From an optimization exercise on the open Yosys and OpenROAD flow, aimed at small area, a short achievable clock period and few clock cycles; shortcuts taken in it are not production practice. RTL that was checked went through simulation tests only; none was proved equivalent to the original. Power figures rest on the tool's default switching activity, not on a simulated workload.

== north ==
Design i2b_lutgen, start of the top module:
module i2b_lutgen (
    input  wire        clk,
    input  wire        rst,         
    input  wire        start,       
    input  wire [15:0] amount,      
    output reg         busy,
    output reg         out_valid,
    output reg  [7:0]  out_idx,
    output reg  [7:0]  out_val
);
For scale: roughly 810 cells after synthesis, about 37 I/O pins.
export LEC_CHECK = 0
export CAP_MARGIN = 20
export CORE_MARGIN = 2
export CORE_UTILIZATION = 65
export PLACE_DENSITY = 0.8
export SLEW_MARGIN = 20
create_clock -name core_clock -period 10.0 [get_ports {clk}]
standard.sh (not shown) runs the stock make flow with config.mk's settings and CLKGATE_MAP_FILE= SYNTH_SCRIPT=/design/flow/synth_recipe.tcl, a recipe that flattens the netlist after the stock synthesis.
==> flow/flow/run.sh <==
#!/bin/bash
set -o pipefail
export SETUP_SLACK_MARGIN=6.25
bash standard.sh > standard.log 2>&1
north: flow completed, timing, DRC and antenna clean
Testbench counts of north, summed over its fixed seeds: cycles 25,920.
Input changes introduced in south (baseline for comparison: north):
==> flow/flow/run.sh <==
#!/bin/bash
set -o pipefail
export SETUP_SLACK_MARGIN=6
bash standard.sh > standard.log 2>&1
Notes after the runs:
- In summary, south completed successfully, with a layout that passed the timing, design-rule and antenna checks.
- Lower switching portion of total power was reported by south, not north.
- Design area down about 4% in south wrt north
- Looking only at number of buffers outside the clock class in the layout, and setting everything else aside, the lower value of north and south goes to south.
- Final wirelength delta (south − north): favourable
- Between north and south, the cell count went down.
- south: sequential share of layout area is 1.4 points higher than what north reported.
- Lower worst setup margin goes to south over north.
- Time the final worst path needs with I/O delays and setup, north and south: smaller value in north
- Min maximum vdd ir drop across north and south: north


## PW
i2b_lutgen, a different RTL version from the one above (not shown whole).
Size in the first run: about 900 cells after synthesis, ~130 flip-flops, about 37 I/O pins, roughly 7900 sq um of cells after synthesis.
// i2b_lutgen
module i2b_lutgen (
    input  wire        clk,
    input  wire        rst,         
    input  wire        start,       
    input  wire [15:0] amount,      
    output reg         busy,
    output reg         out_valid,
    output reg  [7:0]  out_idx,
    output reg  [7:0]  out_val
);
==> flow/config.mk <==
export PLATFORM = sky130hd
export DESIGN_NAME = i2b_lutgen
export DESIGN_NICKNAME = i2b_lutgen
export VERILOG_FILES = /design/flow/design.v
export SDC_FILE = /design/flow/constraint.sdc
export NUM_CORES = 4
export LEC_CHECK = 0
export CAP_MARGIN = 20
export CORE_MARGIN = 2
export CORE_UTILIZATION = 60
export PLACE_DENSITY = 0.75
export SLEW_MARGIN = 20
==> flow/constraint.sdc <==
create_clock -name core_clock -period 10.0 [get_ports {clk}]
set_input_delay 2.0000 -clock core_clock [delete_from_list [all_inputs] [get_ports {clk}]]
set_output_delay 2.0000 -clock core_clock [all_outputs]
set_load 0.01 [all_outputs]
==> flow/flow/run.sh <==
#!/bin/bash
set -o pipefail
export SETUP_SLACK_MARGIN=7
bash standard.sh > standard.log 2>&1
Testbench counts of PW, summed over its fixed seeds: cycles 27,168.
#### Input delta (AL over PW)
--- a/flow/flow/run.sh
+++ b/flow/flow/run.sh
@@ -3 +3 @@
-export SETUP_SLACK_MARGIN=7
+export SETUP_SLACK_MARGIN=6.5
==> comparison <==
AL ran to completion and came out clean on the timing, design-rule and antenna checks.
Compared with PW, AL shows a lower quantity of gates resized following cts.
Against PW, AL comes in 3.4 points lower on non-clock buffer contribution to total cell area.
In the reports for AL and PW, the larger wire length of the first global-routing pass belongs to PW.
Against PW, AL reports a number of violations reported at the end of detailed-routing iteration 0 that is lower.
Compared with PW, AL shows a final hold slack that is 0.0064 ns higher.
On total power: AL sits below PW.
[compare] base=PW new=AL: sequential power neither gained nor lost much, share of total power in combinational logic went down by 5.9 points, post-detailed-route via-to-cell ratio now sits lower, layout net count went down 53.


## job 101
Another version of the RTL of i2b_lutgen (not shown whole).
Size: ~1,100 cells after synthesis, about 37 I/O pins, ~9700 µm² of cells after synthesis.
==> flow/design.v (excerpt) <==
module i2b_lutgen (
    input  wire        clk,
    input  wire        rst,         
    input  wire        start,       
    input  wire [15:0] amount,      
    output reg         busy,
    output reg         out_valid,
    output reg  [7:0]  out_idx,
    output reg  [7:0]  out_val
);
Settings: LEC_CHECK=0, CAP_MARGIN=20, CORE_MARGIN=2, CORE_UTILIZATION=40, PLACE_DENSITY=0.6, SLEW_MARGIN=20; clock period 10.0 ns.
run.sh (not shown) runs the stock make flow with config.mk's settings and CLKGATE_MAP_FILE= SYNTH_SCRIPT=/design/flow/synth_recipe.tcl, a recipe that flattens the netlist after the stock synthesis.
Stock flow here: none of the scripts above is used.
Relative to job 101, the following input files were edited for job 102:
# job 101
export LEC_CHECK = 0
export CAP_MARGIN = 20
export CORE_MARGIN = 2
export CORE_UTILIZATION = 40
export PLACE_DENSITY = 0.6
export SLEW_MARGIN = 20
create_clock -name core_clock -period 10.0 [get_ports {clk}]
# job 102
export LEC_CHECK = 0
export ABC_CLOCK_PERIOD_IN_PS = 3000
export CAP_MARGIN = 20
export CORE_MARGIN = 2
export CORE_UTILIZATION = 40
export PLACE_DENSITY = 0.6
export SETUP_SLACK_MARGIN = 5
export SLEW_MARGIN = 20
create_clock -name core_clock -period 10.0 [get_ports {clk}]
## What came out
Having completed the whole flow, job 102 delivered a layout that passed the timing, design-rule and antenna checks. Job 102 vs. job 101: post-CTS setup buffer count moved up; share of total power in combinational logic rose by 0.2 points; transition time at the pin with the least slew margin higher; final non-filler cell area rose about 0.8%. From job 101 to job 102 the numbers moved as follows: global routing usage on met1 neither gained nor lost much; clock-pin slew on the worst setup and hold paths neither gained nor lost much. Job 102 against job 101: global-route wire length before repair saw an increase, length of routed met2 wiring higher. In terms of share of total power in the clock network, job 101 and job 102 differ only marginally.
No run of this note included a check of the RTL's function; only the layout flow was run.


== v6 ==
Another version of the RTL of i2b_lutgen (not shown whole).
For scale: roughly 120 flip-flops, ~37 I/O pins.
make LEC_CHECK=0 CAP_MARGIN=20 CORE_MARGIN=2 CORE_UTILIZATION=65 PLACE_DENSITY=0.8 SETUP_SLACK_MARGIN=5 SLEW_MARGIN=20 finish   # period 10.0 ns
Testbench counts of v6, summed over its fixed seeds: cycles 25,728.
#### Input delta (v7 over v6)
Settings: removing SETUP_SLACK_MARGIN (formerly 5).
==> flow/flow/run.sh (new file) <==
#!/bin/bash
set -o pipefail
export SETUP_SLACK_MARGIN=7
bash standard.sh > standard.log 2>&1
==> flow/standard.sh (new file) <==
#!/bin/bash
# synth_recipe.tcl (not shown) runs the flow's synth.tcl, then flattens the netlist and writes it again
# the make line also repeats each setting of config.mk as NAME=value (left out here)
make -C /OpenROAD-flow-scripts/flow DESIGN_CONFIG=/design/flow/config.mk WORK_HOME=/design/flow/orfs CLKGATE_MAP_FILE= SYNTH_SCRIPT=/design/flow/synth_recipe.tcl "${@:-finish}"
removed: flow/run.sh
Results
Tool error DPL-0038 stopped v7 during 5_1_grt; no final results. v7 — final weighted congestion in routability-driven placement about 4.5% lower, v6 as reference. Re post-synthesis cell count: no difference whatsoever between v6 and v7. As far as width of the die goes, v7 and v6 are indistinguishable; the numbers are identical.


== main ==
Another version of the RTL of i2b_lutgen (not shown whole).
Size in the first run: ~840 cells after synthesis, ~130 flip-flops.
==> flow/config.mk <==
export PLATFORM = sky130hd
export DESIGN_NAME = i2b_lutgen
export DESIGN_NICKNAME = i2b_lutgen
export VERILOG_FILES = /design/flow/design.v
export SDC_FILE = /design/flow/constraint.sdc
export NUM_CORES = 4
export LEC_CHECK = 0
export CAP_MARGIN = 20
export CORE_MARGIN = 2
export CORE_UTILIZATION = 55
export PLACE_DENSITY = 0.75
export SLEW_MARGIN = 20
==> flow/constraint.sdc <==
create_clock -name core_clock -period 10.0 [get_ports {clk}]
set_input_delay 2.0000 -clock core_clock [delete_from_list [all_inputs] [get_ports {clk}]]
set_output_delay 2.0000 -clock core_clock [all_outputs]
set_load 0.01 [all_outputs]
standard.sh (not shown) runs the stock make flow with config.mk's settings and CLKGATE_MAP_FILE= SYNTH_SCRIPT=/design/flow/synth_recipe.tcl, a recipe that flattens the netlist after the stock synthesis.
==> flow/flow/run.sh <==
#!/bin/bash
set -o pipefail
export SETUP_SLACK_MARGIN=7
bash standard.sh > standard.log 2>&1
main: done, clean on timing, DRC and antenna
Setup changes, main to the feature branch
# main
export LEC_CHECK = 0
export CAP_MARGIN = 20
export CORE_MARGIN = 2
export CORE_UTILIZATION = 55
export PLACE_DENSITY = 0.75
export SLEW_MARGIN = 20
create_clock -name core_clock -period 10.0 [get_ports {clk}]
# the feature branch
export LEC_CHECK = 0
export CAP_MARGIN = 20
export CORE_MARGIN = 2
export CORE_UTILIZATION = 65
export PLACE_DENSITY = 0.8
export SLEW_MARGIN = 20
create_clock -name core_clock -period 10.0 [get_ports {clk}]
==> flow/flow/run.sh <==
#!/bin/bash
set -o pipefail
export SETUP_SLACK_MARGIN=6
bash standard.sh > standard.log 2>&1
The feature branch against main: total power now smaller, post-route cell area now smaller, wire length now smaller, final worst slack now smaller, worst slack at placement now smaller.
Comparing main and the feature branch, relative contribution of sequential cells to total power is higher on the feature branch.
Delta (the feature branch minus main): final estimated routing congestion in global placement now larger; count of multi-input gates -about 0.47%.
Function was not checked in any run of this note: the RTL went through the layout flow alone.


## before
The RTL this note starts from:
==> flow/design.v <==
module i2b_lutgen (
    input  wire        clk,
    input  wire        rst,         
    input  wire        start,       
    input  wire [15:0] amount,      
    output reg         busy,
    output reg         out_valid,
    output reg  [7:0]  out_idx,
    output reg  [7:0]  out_val
);
    reg         idle, s1, s2, s3, div, fix, fix2, k0, wa, wb;
    reg         dl;        
    reg         stp;       
    reg         dvs;       
    reg         dvf;       
    reg         szc;       
    reg  [2:0]  cnt;       
    reg  [24:0] R;         
    reg  [7:0]  F;         
    reg  [23:0] Z;         
    reg  [23:0] Y;         
    reg  [7:0]  qk;        
    reg         sat;       
    reg         big;       
    reg         dsg;       
    wire        go   = idle & start & ~busy;
    wire        neg  = R[24];
    wire        step = stp;
    wire        sy   = s1 | (stp & neg);
    wire        sz   = szc | (s3 & dsg) | (dvs & ~neg);
    wire        snz  = (s3 & ~dsg) | (dvf & neg);          
    wire [24:0] X    = div ? {R[23:0], F[6]} : R;
    wire [25:0] OP   = ({26{sy}}  & {2'b00, Y})
                     | ({26{sz}}  & {2'b11, Z})
                     | ({26{snz}} & {2'b00, ~Z});
    wire [25:0] sum  = {X[24], X} + OP + {25'd0, s3 | (dvf & neg) | (s2 & ~dsg)};
    wire [7:0]  Q    = fix ? {{7{~dsg}}, 1'b1} : qk;
    wire [8:0]  Fs   = {F[7], F} + {Q[7], Q} + {8'd0, step & ~neg};
    wire        ovf  = ~Fs[8] & Fs[7];
    wire signed [15:0] a = R[15:0];
    wire        big_n = (a >= 16'sd255) && (a <= 16'sd263);
    wire [16:0] g     = sum[16:0] ^ {17{dsg}};
    wire [7:0]  idx_n = ~out_idx + {7'd0, wb};
    wire        pos   = wb ^ dsg;
    wire        S     = sat | big;
    wire        nz    = (R != {1'b1, Z});
    wire [7:0]  vpos  = {~F[7], F[6:0]};
    wire [7:0]  vneg  = (~F + {7'd0, ~nz}) ^ 8'h80;
    wire [7:0]  val   = pos ? (S ? 8'd255 : vpos) : (S ? 8'd0 : vneg);
    wire        last  = wa & (out_idx == 8'd255);      
    always @(posedge clk) begin
        if (rst) begin
            idle <= 1'b1;
            s1 <= 1'b0; s2 <= 1'b0; s3 <= 1'b0; div <= 1'b0; fix <= 1'b0;
            fix2 <= 1'b0; k0 <= 1'b0; wa <= 1'b0; wb <= 1'b0;
            busy <= 1'b0; out_valid <= 1'b0;
        end else begin
            idle      <= (idle & ~go) | last;
            s1        <= go;
            s2        <= s1;
            s3        <= s2;
            div       <= s3 | (div & ~dl);
            fix       <= dl;
            fix2      <= fix;
            k0        <= fix2;
            wa        <= k0 | wb;
            wb        <= wa & ~last;
            busy      <= go | (~idle & ~last) | last;
            out_valid <= k0 | wa | wb;
        end
        stp <= ~rst & (fix2 | (wa & ~last));
        dvs <= ~rst & (s3 | (div & ~dl) | fix2 | (wa & ~last));
        dvf <= ~rst & (s3 | div);
        szc <= ~rst & (s1 | fix);
    end
    always @(posedge clk) begin
        cnt     <= div ? cnt + 3'd1 : 3'd0;
        dl      <= div & (cnt == 3'd5);
        out_idx <= (wa | wb) ? idx_n : 8'd128;
        out_val <= (wa | wb) ? val : 8'd128;
        R       <= idle ? {{9{amount[15]}}, amount}
                 : s2   ? {g, 8'h00}
                 : s3   ? {13'd0, Y[16:5]}                   
                 : sum[24:0];
        if (s3)        F <= {1'b0, Y[4:0], 2'b10};          
        else if (div)  F <= {1'b0, F[5:0], ~sum[24]};
        else if (fix2) F <= 8'd0;
        else if (step) F <= Fs[7:0];
        if (fix2)      sat <= 1'b0;
        else if (step) sat <= sat | ovf;
        if (fix)       qk  <= Fs[7:0];
        if (idle) begin
            Y   <= 24'd33022;
            Z   <= 24'hff7dfe;            
            dsg <= ($signed(amount) > 16'sd259);
        end
        if (s1) begin
            Y   <= {7'd0, sum[16:0]};     
            big <= big_n;
        end
        if (s2) Z <= sum[23:0];           
        if (s3) Z <= sum[23:0];           
        if (fix2) begin
            Y <= R[23:0];                 
            Z <= sum[23:0];               
        end
    end
endmodule
==> flow/config.mk <==
export PLATFORM = sky130hd
export DESIGN_NAME = i2b_lutgen
export DESIGN_NICKNAME = i2b_lutgen
export VERILOG_FILES = /design/flow/design.v
export SDC_FILE = /design/flow/constraint.sdc
export NUM_CORES = 4
export LEC_CHECK = 0
export CAP_MARGIN = 20
export CORE_MARGIN = 2
export CORE_UTILIZATION = 75
export PLACE_DENSITY = 0.85
export SLEW_MARGIN = 20
==> flow/constraint.sdc <==
create_clock -name core_clock -period 10.0 [get_ports {clk}]
set_input_delay 2.0000 -clock core_clock [delete_from_list [all_inputs] [get_ports {clk}]]
set_output_delay 2.0000 -clock core_clock [all_outputs]
set_load 0.01 [all_outputs]
==> flow/flow/run.sh <==
#!/bin/bash
set -o pipefail
export SETUP_SLACK_MARGIN=6
bash standard.sh > standard.log 2>&1
Testbench counts of before, summed over its fixed seeds: cycles 25,920.
The following lists how after was set up differently from before:
# before
export LEC_CHECK = 0
export CAP_MARGIN = 20
export CORE_MARGIN = 2
export CORE_UTILIZATION = 75
export PLACE_DENSITY = 0.85
export SLEW_MARGIN = 20
create_clock -name core_clock -period 10.0 [get_ports {clk}]
# after
export LEC_CHECK = 0
export CAP_MARGIN = 20
export CORE_MARGIN = 2
export CORE_UTILIZATION = 65
export PLACE_DENSITY = 0.8
export SLEW_MARGIN = 20
create_clock -name core_clock -period 10.0 [get_ports {clk}]
==> run notes <==
On placed wire-length estimate after detailed placement, after does better than before.
after vs. before: iteration count of the initial detailed-routing pass has increased; critical path depth has increased.
after | stages: all done | timing, DRC, antenna: all pass
Re final critical-path setup slack: after is 0.22 ns up on before.
Between after and before, the difference in storage element area is negligible.

-- afterwards: timing with drivers on the ports --
The flow's constraints put no driver on any port. The routed layouts listed below were extracted and timed again, unchanged, in two steps. Step 1: set_driving_cell puts a clkbuf_16 on clk and a buf_2 on each other input, an assumption about the parent block. Step 2 adds t to the input delays and takes it off the output delays; t is the mean of the earliest and latest rising clock arrival at the registers after step 1. Input paths then give back, and output paths get back, about the clock's delay inside the block. a / b / c = ideal ports / drivers / drivers and shift; a / b = the first two.
| run | shift t [ns] | setup slack, ns | cell pins on the clock port's net |
|---|---|---|---|
| north | 0.473 | 6.064 / 6.064 / 5.965 | 1 |
| south | 0.465 | 6.043 / 6.043 / 6.043 | 1 |
| PW | 0.480 | 6.216 / 6.216 / 6.216 | 1 |
| AL | 0.473 | 6.283 / 6.283 / 6.283 | 1 |
| job 101 | 0.466 | 4.709 / 4.709 / 4.709 | 1 |
| job 102 | 0.464 | 5.291 / 5.291 / 5.291 | 1 |
| v6 | 0.466 | 5.360 / 5.360 / 5.360 | 1 |
| main | 0.484 | 6.156 / 6.156 / 6.156 | 1 |
| the feature branch | 0.468 | 6.102 / 6.102 / 5.797 | 1 |
| before | 0.569 | 5.961 / 5.961 / 5.961 | 1 |
| after | 0.463 | 6.178 / 6.178 / 6.178 | 1 |
After both steps setup and hold are still met in every run listed. The setup slack of the feature branch, which loses most, moves by 0.000 ns with the drivers and by -0.305 ns with both steps.
